Context: an optimization exercise on an open-source flow, tuned for small area. The choices shown serve that exercise and are no tape-out recipe. Only simulation tests tie the RTL to the original design; equivalence was not proved. Power and IR drop assume default switching activity.

Design twpc_scan, start of the top module:
module twpc_scan #(
    parameter NUM_SCAN = 32,
    parameter IDX_W    = 5
) (
    input  wire                clk,
    input  wire                rst,         
    input  wire [NUM_SCAN-1:0] scan_in,       
    input  wire                rep_clear,   
    output wire [NUM_SCAN-1:0] sc_drv,      
    output reg                 rep_valid,
    output reg  [IDX_W-1:0]    rep_line,
    output reg  [7:0]          rep_id
);
For scale: roughly 540 cells after synthesis, roughly 81 I/O pins, roughly 0.0080 mm2 of cells after synthesis.
clock: 5.0 ns
lec_check: 0
cap_margin: 20
core_margin: 2
core_utilization: 60
slew_margin: 20
standard.sh (not shown) runs the stock make flow with config.mk's settings and CLKGATE_MAP_FILE= SYNTH_SCRIPT=/design/flow/synth_recipe.tcl, a recipe that flattens the netlist after the stock synthesis.
==> flow/flow/run.sh <==
#!/bin/bash
# Standard layout, with the port buffers made of the smallest buffer cell and
# a clock tree without dummy loads. Each tool's output is logged under orfs/logs;
# make's own output goes to make_finish.log.
set -euo pipefail
CTS="-sink_clustering_enable -repair_clock_nets -sink_clustering_size 9 -sink_clustering_max_diameter 50 -buf_list sky130_fd_sc_hd__clkbuf_4 -dont_use_dummy_load"
bash standard.sh \
  "BUFFER_PORTS_ARGS=-buffer_cell sky130_fd_sc_hd__buf_1" \
  "CTS_ARGS=$CTS" \
  finish > make_finish.log 2>&1
Then changed:
==> flow/run.sh (new file) <==
#!/bin/bash
# synth_recipe.tcl (not shown) runs the flow's synth.tcl, then flattens the netlist and writes it again
# the make line also repeats each setting of config.mk as NAME=value (left out here)
make -C /OpenROAD-flow-scripts/flow DESIGN_CONFIG=/design/flow/config.mk WORK_HOME=/design/flow/orfs CLKGATE_MAP_FILE= SYNTH_SCRIPT=/design/flow/synth_recipe.tcl finish
Settings changed: CORE_UTILIZATION 60 to 40, CTS_BUF_LIST from default to sky130_fd_sc_hd__clkbuf_4.
removed: flow/flow/run.sh
removed: flow/standard.sh
Result: Clock-buffer cell count came out higher by 66. Global-route usage came out lower by 4.3 points. Clock skew came out lower by 0.032 ns. Clock power came out higher by well over a third. Routed wire length came out higher by about a fifth. First-iteration DRC count came out higher by a quarter to a third. Die area came out higher by well over a third. Cell area came out higher by roughly a tenth.
Then changed:
==> flow/flow/run.sh (new file) <==
#!/bin/bash
# Standard layout, with the port buffers made of the smallest buffer cell and
# a clock tree without dummy loads. Each tool's output is logged under orfs/logs;
# make's own output goes to make_finish.log.
set -euo pipefail
CTS="-sink_clustering_enable -repair_clock_nets -sink_clustering_size 18 -sink_clustering_max_diameter 60 -buf_list sky130_fd_sc_hd__clkbuf_8 -dont_use_dummy_load"
bash standard.sh \
  "BUFFER_PORTS_ARGS=-buffer_cell sky130_fd_sc_hd__buf_1" \
  "CTS_ARGS=$CTS" \
  finish > make_finish.log 2>&1
==> flow/standard.sh (new file) <==
#!/bin/bash
# synth_recipe.tcl (not shown) runs the flow's synth.tcl, then flattens the netlist and writes it again
# the make line also repeats each setting of config.mk as NAME=value (left out here)
make -C /OpenROAD-flow-scripts/flow DESIGN_CONFIG=/design/flow/config.mk WORK_HOME=/design/flow/orfs CLKGATE_MAP_FILE= SYNTH_SCRIPT=/design/flow/synth_recipe.tcl "${@:-finish}"
Settings changed: CORE_UTILIZATION 40 to 60, CTS_BUF_LIST sky130_fd_sc_hd__clkbuf_4 to default.
removed: flow/run.sh
Non-clock buffer count does not change.
Hold slack got worse by 0.039 ns.
Sequential share of layout area is higher by 8.1 points.
Clock power fell by well over a third.
Routed wire length fell by roughly a tenth.
Then changed:
==> flow/flow/run.sh (replaced) <==
#!/bin/bash
# The standard layout (standard.sh) with three changes:
#  - synthesis is synth_recipe.tcl unchanged except that its ABC pass maps with
#    flow/area.abc (area-recovering &nf mapping) instead of ORFS's speed script;
#  - the port buffers use the smallest buffer cell;
#  - the clock tree uses clkbuf_4 in small clusters, without dummy loads.
# make's output goes to make_finish.log; each tool's full log is under orfs/logs.
set -euo pipefail
W=$(pwd)
cat > "$W/area_synth.tcl" <<TCL
# synth_recipe.tcl with ABC's script replaced by $W/flow/area.abc
proc abc {args} {
  set i [lsearch -exact \$args -script]
  if { \$i >= 0 } { lset args [expr { \$i + 1 }] $W/flow/area.abc }
  puts "abc (area script): \$args"
  yosys abc {*}\$args
}
source $W/synth_recipe.tcl
TCL
CTS="-sink_clustering_enable -repair_clock_nets -sink_clustering_size 10 -sink_clustering_max_diameter 50 -buf_list sky130_fd_sc_hd__clkbuf_4 -dont_use_dummy_load"
bash standard.sh \
  "SYNTH_SCRIPT=$W/area_synth.tcl" \
  "BUFFER_PORTS_ARGS=-buffer_cell sky130_fd_sc_hd__buf_1" \
  "CTS_ARGS=$CTS" \
  finish > make_finish.log 2>&1
==> flow/flow/area.abc (new file) <==
&get -n
&st
&syn2
&dch
&nf -R 1000 -p
&put
Settings changed: CORE_UTILIZATION 60 to 75.
Outcome: Count of clock-buffer cells in the layout went up by 16. Register-to-register slack got worse by 0.12 ns. First-iteration DRC count went up by 55%. Hold slack improved by 0.022 ns. Clock power went down by about 0.5%. Worst setup slack got worse by 0.13 ns. Sequential power hardly moves.
Then changed:
==> flow/run.sh (new file) <==
#!/bin/bash
# synth_recipe.tcl (not shown) runs the flow's synth.tcl, then flattens the netlist and writes it again
# the make line also repeats each setting of config.mk as NAME=value (left out here)
make -C /OpenROAD-flow-scripts/flow DESIGN_CONFIG=/design/flow/config.mk WORK_HOME=/design/flow/orfs CLKGATE_MAP_FILE= SYNTH_SCRIPT=/design/flow/synth_recipe.tcl finish
Settings changed: CORE_UTILIZATION 75 to 40.
removed: flow/flow/run.sh
removed: flow/flow/area.abc
removed: flow/standard.sh
Core utilization falls by 33 points; hold slack gains 0.027 ns; clock power climbs by 99%; setup slack got worse by 0.37 ns; first-iteration DRC count is lower by 27%; sequential power barely changes; die area goes up by 90%; clock-buffer cell count decreases by 3; design area rose by 17%; sequential cell count stays the same.

[afterwards: timing with drivers on the ports]
How much do the figures lean on ideal ports? The routed layouts below were timed once more, with nothing changed but the port constraints.
Step 1, drivers: a clkbuf_16 drives clk and a buf_2 each remaining input, both assumed.
Step 2 times the ports against the registers' clock, not the clock port: input delays grow and output delays shrink by t, the midpoint of the rising clock arrivals with the driver on.
a / b / c = ideal ports / drivers / drivers and shift; a / b = the first two.
run | shift t [ns] | slack for setup (ns) | cell pins on the clock port's net
the first run | 0.605 | 1.574 / 1.542 / 1.986 | 1
the second run | 0.643 | 1.083 / 1.050 / 1.617 | 1
the third run | 0.528 | 1.690 / 1.655 / 1.966 | 1
the fourth run | 0.563 | 1.562 / 1.532 / 1.877 | 1
the fifth run | 0.556 | 1.195 / 1.153 / 1.589 | 1
After both steps setup and hold are still met in every run listed.
